Background: an optimization exercise with open tools, aiming at small area, a short achievable clock period and few clock cycles. Do not read the settings as production practice.
Only simulation tests tie the RTL to the original design; equivalence was not proved.
Power and IR drop assume default switching activity.

Setup of red:
## miniature_sc
module miniature_sc (
    input  wire        clk,
    input  wire        rst,
    input  wire        host_we,
    input  wire [3:0]  host_addr,
    input  wire [15:0] host_wdata,
    output wire [15:0] host_rdata,
    output wire        ready,
    output wire        mem_en,
    output wire        mem_we,
    output wire [1:0]  mem_be,
    output wire [15:0] mem_addr,
    output wire [15:0] mem_wdata,
    input  wire [15:0] mem_rdata
);
For scale: ~3300 cells after synthesis, about 270 flip-flops, ~92 I/O pins, roughly 25000 um2 of cells after synthesis.
clock: 10.0 ns
lec_check: 0
cap_margin: 20
core_margin: 2
core_utilization: 40
place_density: 0.5
setup_slack_margin: 4.5
slew_margin: 20
run.sh (not shown) runs the stock make flow with config.mk's settings and CLKGATE_MAP_FILE= SYNTH_SCRIPT=/design/flow/synth_recipe.tcl, a recipe that flattens the netlist after the stock synthesis.
Testbench counts of red, summed over its fixed seeds: cycles 665,952.
Here is what was changed in the inputs of blue compared with red.
Settings: changing PLACE_DENSITY from 0.5 to 0.7; changing CORE_UTILIZATION from 40 to 50.
==> summary.txt <==
Diff blue..red | total of endpoints with negative setup slack in the final report | unchanged. Row multi-input logic area: blue lower / red higher. Taking blue as 1.0, red lands at 1.2 on well-tap cell count. Looking at number of nets in the layout, blue sits 0.32% below red. Core area: higher on red. blue vs. red: final period utilization rose by 0.85 points, wire length on met2 fell by 11%, setup slack fell by 0.085 ns, net load switching power rose by 0.031 mW. CTS buffer count in blue is 5.3% lower than in red. Between blue and red, number of cells in the finished layout apart from fillers is lower for blue, red comes in above that.
Input-level comparison between green and blue:
Settings: changing SETUP_SLACK_MARGIN from 4.5 to 4.6; changing PLACE_DENSITY from 0.7 to 0.4; changing CORE_UTILIZATION from 50 to 40.
## What came out
green ended with more total power than blue.
blue → green: layout overhead on the synthesized area went up, number of antenna cells inserted went down, part of the total power dissipated in sequential elements went down.
green -> blue: path length in cells of the critical path delta 0, exact match
Hold slack: higher on blue
Compared with blue, green shows a higher routed length on met1.
Looking at largest voltage drop on the vdd net across green and blue, the one that comes out higher is blue.
Edits applied to the flow inputs when going from green to orange:
Settings: PLACE_DENSITY changed from 0.4 to 0.3; SETUP_SLACK_MARGIN changed from 4.6 to 4.5.
## What came out
green reports its cell with the largest stage delay on the worst path as sky130_fd_sc_hd__clkdlybuf4s50_1 while orange reports sky130_fd_sc_hd__mux4_2.
Share of the clock period used by the worst path after layout: orange vs green up 0.80 points
On worst hold slack across all endpoints, green and orange are basically level.
From green to orange the numbers moved as follows: total routing usage reported by global routing neither gained nor lost much, proportion of cell area occupied by multi-input gates neither gained nor lost much, met3 layer usage reported by global route lost 0.39 points, non-clock buffer count lost 4.6%.
Sort green and orange by power, ascending, and orange comes first.
On final-layout clock buffer total, green and orange are neck and neck.

* * *

Starting RTL as in the previous note.
clock: 10.0 ns
lec_check: 0
cap_margin: 20
core_margin: 2
core_utilization: 35
place_density: 0.4
setup_slack_margin: 4.5
slew_margin: 20
The starting point produced a clean layout.
Testbench counts at the start, summed over its fixed seeds: cycles 665,952.
Next try:
--- a/flow/config.mk
+++ b/flow/config.mk
@@ -9,4 +9,4 @@
 export CORE_MARGIN = 2
-export CORE_UTILIZATION = 35
-export PLACE_DENSITY = 0.4
+export CORE_UTILIZATION = 40
+export PLACE_DENSITY = 0.6
 export SETUP_SLACK_MARGIN = 4.5
Outcome: Non-clock buffer count decreases by 35. Clock-buffer cell count decreases by 5. Core utilization climbs by 5.1 points. Via count hardly moves. Worst hold slack improves by 0.0074 ns. Final area decreases by 2.7%.
Next try:
--- a/flow/config.mk
+++ b/flow/config.mk
@@ -10,4 +10,4 @@
 export CORE_UTILIZATION = 40
-export PLACE_DENSITY = 0.6
-export SETUP_SLACK_MARGIN = 4.5
+export PLACE_DENSITY = 0.4
+export SETUP_SLACK_MARGIN = 4.7
 export SLEW_MARGIN = 20
Worst setup slack is better by 0.17 ns.
Critical path depth rises by 3.
Global-route usage fell by 1.1 points.
Total power is lower slightly.
Routed wire length decreases by a few percent.
Final area goes up slightly.
Sequential cell count stays the same.
Count of clock-buffer cells in the layout goes up by 3.
Utilization is higher by 0.60 points.
Clock power stays flat.

## port drivers added, routing unchanged
In the flow no input, the clock included, has a driving cell. The finished layouts below were timed again as built, in two steps.
Step 1, drivers: a clkbuf_16 drives clk and a buf_2 each remaining input, both assumed.
Step 2 adds t to the input delays and takes it off the output delays; t is the mean of the earliest and latest rising clock arrival at the registers after step 1. Input paths then give back, and output paths get back, about the clock's delay inside the block.
Three values: no drivers, after step 1, after step 2; two values: the first two.
run	t, ns	slack for setup (ns)	worst setup path after step 2
red	0.643	4.481 / 4.452 / 4.444	input to register
blue	0.654	4.395 / 4.343 / 4.343	input to output
green	0.645	4.572 / 4.525 / 4.544	input to output
orange	0.645	4.492 / 4.457 / 4.457	input to output
the first run of note 2	0.637	4.496 / 4.456 / 4.466	input to output
the second run of note 2	0.636	4.437 / 4.410 / 4.410	input to output
the third run of note 2	0.643	4.606 / 4.570 / 4.570	input to output
After both steps every run listed still meets setup and hold. For blue, which loses most, drivers alone change the setup slack by -0.052 ns; drivers and shift together by -0.052 ns.
